What follows belongs to an exercise in optimizing a design on an open flow for small area, a short achievable clock period and few clock cycles per item; a production flow would make more cautious choices. In this exercise RTL edits were held to simulation tests only and were not proved equivalent to the original.

$ cat flow/design.v
module mix_fadd (
    input  wire [31:0] a,
    input  wire [31:0] b,
    output wire [31:0] y
);
    wire [7:0]  ea = a[30:23];
    wire [7:0]  eb = b[30:23];
    wire        inf_in = (&ea) | (&eb);
    wire [7:0]  Ea = (ea == 8'd0) ? 8'd1 : ea;
    wire [7:0]  Eb = (eb == 8'd0) ? 8'd1 : eb;
    wire [23:0] Ma = {ea != 8'd0, a[22:0]};
    wire [23:0] Mb = {eb != 8'd0, b[22:0]};
    wire        a_hi = (Ea >= Eb);
    wire [7:0]  e_hi = a_hi ? Ea : Eb;
    wire [7:0]  e_lo = a_hi ? Eb : Ea;
    wire [23:0] m_hi = a_hi ? Ma : Mb;
    wire [23:0] m_lo = a_hi ? Mb : Ma;
    wire [7:0]  d     = e_hi - e_lo;
    wire [4:0]  dsh   = (d > 8'd27) ? 5'd27 : d[4:0];
    wire [53:0] sh    = {m_lo, 3'b000, 27'd0} >> dsh;
    wire [26:0] lo_al = {sh[53:28], sh[27] | (|sh[26:0])};
    wire [26:0] hi_ex = {m_hi, 3'b000};
    wire [27:0] sum = {1'b0, hi_ex} + {1'b0, lo_al};
    wire [26:0] s  = sum[27] ? {sum[27:2], sum[1] | sum[0]} : sum[26:0];
    wire [8:0]  e  = sum[27] ? {1'b0, e_hi} + 9'd1 : {1'b0, e_hi};
    wire [7:0]  field = s[26] ? e[7:0] : 8'd0;
    wire        rup   = s[2] & (s[1] | s[0] | s[3]);
    wire [30:0] rounded = {field, s[25:3]} + {30'd0, rup};
    assign y = (inf_in || e >= 9'd255) ? 32'h7F800000 : {1'b0, rounded};
endmodule
module mix_fdiv (
    input  wire [31:0] x,
    input  wire [1:0]  n,
    output wire [31:0] y
);
    wire [7:0]  ex = x[30:23];
    wire [7:0]  E  = (ex == 8'd0) ? 8'd1 : ex;
    wire [23:0] M  = {ex != 8'd0, x[22:0]};
    wire [48:0] N  = {M, 25'd0};
    wire [48:0] Q  = (n == 2'd3) ? N / 49'd3 : N >> 1;
    wire [48:0] R  = (n == 2'd3) ? N % 49'd3 : {48'd0, N[0]};
    wire        nz = (R != 49'd0);
    wire signed [9:0] f0 = Q[47] ? $signed({2'b00, E}) - 10'sd1
                                 : $signed({2'b00, E}) - 10'sd2;
    wire        normal = (f0 >= 10'sd1);
    wire [22:0] n_man = Q[47] ? Q[46:24] : Q[45:23];
    wire        n_g   = Q[47] ? Q[23] : Q[22];
    wire        n_s   = (Q[47] ? (|Q[22:0]) : (|Q[21:0])) | nz;
    wire        n_rup = n_g & (n_s | n_man[0]);
    wire [30:0] n_res = {f0[7:0], n_man} + {30'd0, n_rup};
    wire [22:0] s_man = (E == 8'd1) ? Q[47:25] : Q[46:24];
    wire        s_g   = (E == 8'd1) ? Q[24] : Q[23];
    wire        s_s   = ((E == 8'd1) ? (|Q[23:0]) : (|Q[22:0])) | nz;
    wire        s_rup = s_g & (s_s | s_man[0]);
    wire [30:0] s_res = {8'd0, s_man} + {30'd0, s_rup};
    assign y = (n == 2'd1 || ex == 8'hFF) ? x
             : {1'b0, normal ? n_res : s_res};
endmodule
module chord_mixer (
    input  wire        clk,
    input  wire        rst,
    input  wire        in_valid,
    output wire        in_ready,
    input  wire [1:0]  in_n,
    input  wire [31:0] in_s0,
    input  wire [31:0] in_s1,
    input  wire [31:0] in_s2,
    output wire        out_valid,
    input  wire        out_ready,
    output wire [31:0] out_data
);
    localparam [1:0] S_IDLE = 2'd0,
                     S_ADD  = 2'd1,
                     S_DIV  = 2'd2,
                     S_OUT  = 2'd3;
    reg  [1:0]  state;
    reg  [1:0]  n;
    reg  [1:0]  k;
    reg  [31:0] s0, s1, s2;
    reg  [31:0] acc;
    reg  [31:0] res;
    wire [31:0] voice = (k == 2'd0) ? s0 : (k == 2'd1) ? s1 : s2;
    wire [31:0] sum;
    wire [31:0] quo;
    mix_fadd u_add (.a(acc), .b(voice), .y(sum));
    mix_fdiv u_div (.x(acc), .n(n), .y(quo));
    always @(posedge clk) begin
        if (rst) begin
            state <= S_IDLE;
        end else begin
            case (state)
                S_IDLE: if (in_valid) begin
                    n     <= in_n;
                    s0    <= in_s0;
                    s1    <= in_s1;
                    s2    <= in_s2;
                    acc   <= 32'd0;
                    k     <= 2'd0;
                    state <= S_ADD;
                end
                S_ADD: begin
                    acc <= sum;
                    k   <= k + 2'd1;
                    if (k + 2'd1 == n)
                        state <= S_DIV;
                end
                S_DIV: begin
                    res   <= quo;
                    state <= S_OUT;
                end
                S_OUT: if (out_ready)
                    state <= S_IDLE;
            endcase
        end
    end
    assign in_ready  = (state == S_IDLE);
    assign out_valid = (state == S_OUT);
    assign out_data  = res;
endmodule
$ cat flow/run.sh
#!/bin/bash
# synth_recipe.tcl (not shown) runs the flow's synth.tcl, then flattens the netlist and writes it again
# the make line also repeats each setting of config.mk as NAME=value (left out here)
make -C /OpenROAD-flow-scripts/flow DESIGN_CONFIG=/design/flow/config.mk WORK_HOME=/design/flow/orfs CLKGATE_MAP_FILE= SYNTH_SCRIPT=/design/flow/synth_recipe.tcl finish
$ cat flow/config.mk
export PLATFORM = sky130hd
export DESIGN_NAME = chord_mixer
export DESIGN_NICKNAME = chord_mixer
export VERILOG_FILES = /design/flow/design.v
export SDC_FILE = /design/flow/constraint.sdc
export NUM_CORES = 4
export LEC_CHECK = 0
export CAP_MARGIN = 20
export CORE_MARGIN = 2
export CORE_UTILIZATION = 40
export SLEW_MARGIN = 20
$ cat flow/constraint.sdc
create_clock -name core_clock -period 14.0 [get_ports {clk}]
set_input_delay 2.8000 -clock core_clock [delete_from_list [all_inputs] [get_ports {clk}]]
set_output_delay 2.8000 -clock core_clock [all_outputs]
set_load 0.01 [all_outputs]
==> results.yml <==
critical_path:
  reg2reg_from: "k[1]"
  critPathLaunchType: "flip-flop"
  required_ns: 14.29
  crit_type: "flip-flop to flip-flop"
  crit_path_end_kind: "flip-flop"
  critPathMaxStageDelay_ns: 0.41
  cp.arrival_ns: 13.11
  r2r_cells: 62
  critPathMostFrequentCell: "a21oi_1"
  cp-startpoint: "k[1]"
  path_max_fanout: 14
  critPathSlowestCell: "fa_1"
route:
  drt_iter0_markers: 1633
  num_vias: 17758
  wl_per_cell_um: 19.00
  final_antenna_net_count: 0
  drc: 0
  totalWireLength_um: 56040
  vias_per_cell: 6.022
  dr.pass1.iters: 6
sta:
  drv_slew: 0
  finalCritPeriodShare_pct: 91.55
  tns_ns: 0
  slew_headroom_pct: 24.71
  min_period_ns: 12.82
  finalHoldViolCount: 0
  setup_viol: 0
  rsz0062_at_grt: "no"
  timing.fmax_mhz: 78.02
  skew_ns: 0.01496
  tightest_slew_ns: 1.119
synth:
  synth_top_cell_by_area: "edfxtp_1"
  synth_fa_ha_area_share_pct: 3.713
  syn_area_um2: 17390
  synth_xor_area_share_pct: 5.692
  synthArstFlopShare_pct: 0
  synthMuxAreaShare_pct: 3.986
  yosysSeqAreaShare_pct: 27.69
  ys.warnings.count: 1
  ys_seq_elements: 161
  syn_area_per_cell_um2: 7.531
  netlist_instances: 2309
  synth_top_family_by_area: "compound AO/OA/AOI/OAI gates"
  synth-simple-area-share_pct: 25.71
  synthFlopType: "edfxtp_1"
  netlist.area_leader.share_pct: 27.46
  synth_enable_flop_cells: 159
  synth_nets: 2462
  synth_area_leaders: "edfxtp_1 (27%), nor2_1 (6.2%), nand2_1 (5.5%)"
  ys_types: 104
  synth-compound-area-share_pct: 27.44
finish:
  layout-drive-gt1-share_pct: 7.995
  final_common_cell: "nor2_1"
  final_cell_mix: "nor2_1 (285), nand2_1 (256), a21oi_1 (186), o21ai_0 (163), edfxtp_1 (159)"
  syn_to_final_growth_pct: 14.74
  final_design_area_no_fill_um2: 19950
  fin_nets: 2504
  diodes: 0
run_status:
  status: "no timing/DRC/antenna violations"
clock_network:
  cts_inserted_buffers: 17
  root_buffer: "clkbuf_16"
  cts_max_level: 4
  cts_sinks: 161
  postCtsHoldBufs: 0
  clock_latency_ns: 0.46
  cts_tree: "done"
  post_cts_buffers: 0
  clock_path_buffers: 2
  clkTransAtPathRegs_ns: 0.07
  ctsResizeCount: 0
die:
  io_pins: 136
  core-area_um2: 42980
  start_util_pct: 40.45
  die_w_um: 212.5
  fp.dieH_um: 212.5
  rows: 76
  die-area_um2: 45150
placed_design:
  io_buffers: 131
  dp.final_hpwl_um: 43140
  place_area_um2: 19300
  place_congestion: 0.9530
min_path:
  whs_path_depth: 2
  hold_path_class: "flip-flop to flip-flop"
  min-delay-start: "state[0]"
global_routing:
  grt_max_degree: 70
  antenna_found_initial: 0
  grt_pass1_wl_um: 88750
  grt_usage_pct: 24.78
  grt_pass1_vias: 16371
  gr-total-overflow: 0
flow_run:
  max_cap_viol_count: 0
==> cell usage after synthesis, types with 47 or more instances <==
cell,number
xnor2_1,66
a31oi_1,47
mux2i_1,51
ha_1,50
nand2_1,256
inv_1,56
clkbuf_1,137
xor2_1,47
o21ai_0,167
nor2_1,287
edfxtp_1,159
nor3_1,57
nand3_1,114
a21oi_1,190
==> through the flow <==
stage | utilization (%) | hold slack, ns | setup WS (ns) | cells
after floorplan | - | 0.4991 | 0.6332 | 2309
after global placement | 44.89 | 0.5235 | 0.4809 | 2917
after detailed placement | 44.89 | 0.5553 | 0.3835 | 2917
after CTS | 46.28 | 0.5677 | 0.3120 | 2949
after global routing | 46.42 | 0.6084 | 0.004679 | 2949
final | 46.42 | 0.5685 | 1.183 | 2949
==> cells by family after synthesis <==
family / Yosys count
AOI/OAI and AO/OA: 729
buffers and inverters: 245
muxes: 67
and+or+nand+nor: 942
xor gates and xnor gates: 113
other: 1
adders and majority gates: 51
DFF: 161
==> sequential cells by signal (all words and copies together), names as in the netlist <==
signal,flops
k,2
res,31
s0,31
s2,31
n,2
state,2
acc,31
s1,31
==> routing by layer <==
metal  GRT usage [%]  wire (um)  share of wire, %
met4           10.18       2016               3.6
met2           39.99      25530                46
met5               0          0                 0
met1           33.49      25120                45
met3           3.191       3368               6.0
==> critical path, delay by kind of cell (launching register included) <==
family,cells,cell delay (ns)
buffers and inverters,2,0.39
and+or+nand+nor,17,3.23
xor gates and xnor gates,1,0.15
AOI/OAI and AO/OA,33,6.30
DFF,1,0.36
muxes,3,0.61
adders and majority gates,6,1.60
==> layout make-up <==
type / count / area [um2]
multi-input combinational: 1903 / 11700
timing repair buffer: 206 / 1878
tap: 585 / 732.0
clock buffer: 17 / 425.4
clock inverter: 15 / 168.9
sequential: 161 / 4815
fill: 4350 / 23030
inverter: 62 / 232.7
==> worst paths after layout <==
check / to / slack (ns)
worst max register to register: acc[22] / 1.18
worst min register to register: state[0] / 0.57
worst max-delay path: acc[22] / 1.18
worst min-delay path: state[0] / 0.57
Testbench counts, summed over its fixed seeds: cycles 80,023, items 16,000.

==> re-timing with driven ports <==
The results above use ideal ports. As a check the final layout listed here was re-extracted and re-timed, cells and wires unchanged.
Step 1 (the two cells are an assumption about what drives the block):
set clk [get_ports {clk}]
set_driving_cell -lib_cell sky130_fd_sc_hd__clkbuf_16 $clk
set_driving_cell -lib_cell sky130_fd_sc_hd__buf_2 [delete_from_list [all_inputs] $clk]
Step 2 also shifts input and output timing later by t, the mid clock arrival at the registers, as if the neighbouring blocks saw the same clock.
Three values: no drivers, after step 1, after step 2; two values: the first two.
t (ns): 0.515
setup WS [ns]: 1.183 / 1.183 / 1.183
worst hold slack (ns): 0.568 / 0.568 / 0.568
pins driven straight from the clock port: 1
After both steps this run still meets setup and hold. The setup slack of this run moves by 0.000 ns with the drivers and by 0.000 ns with both steps.
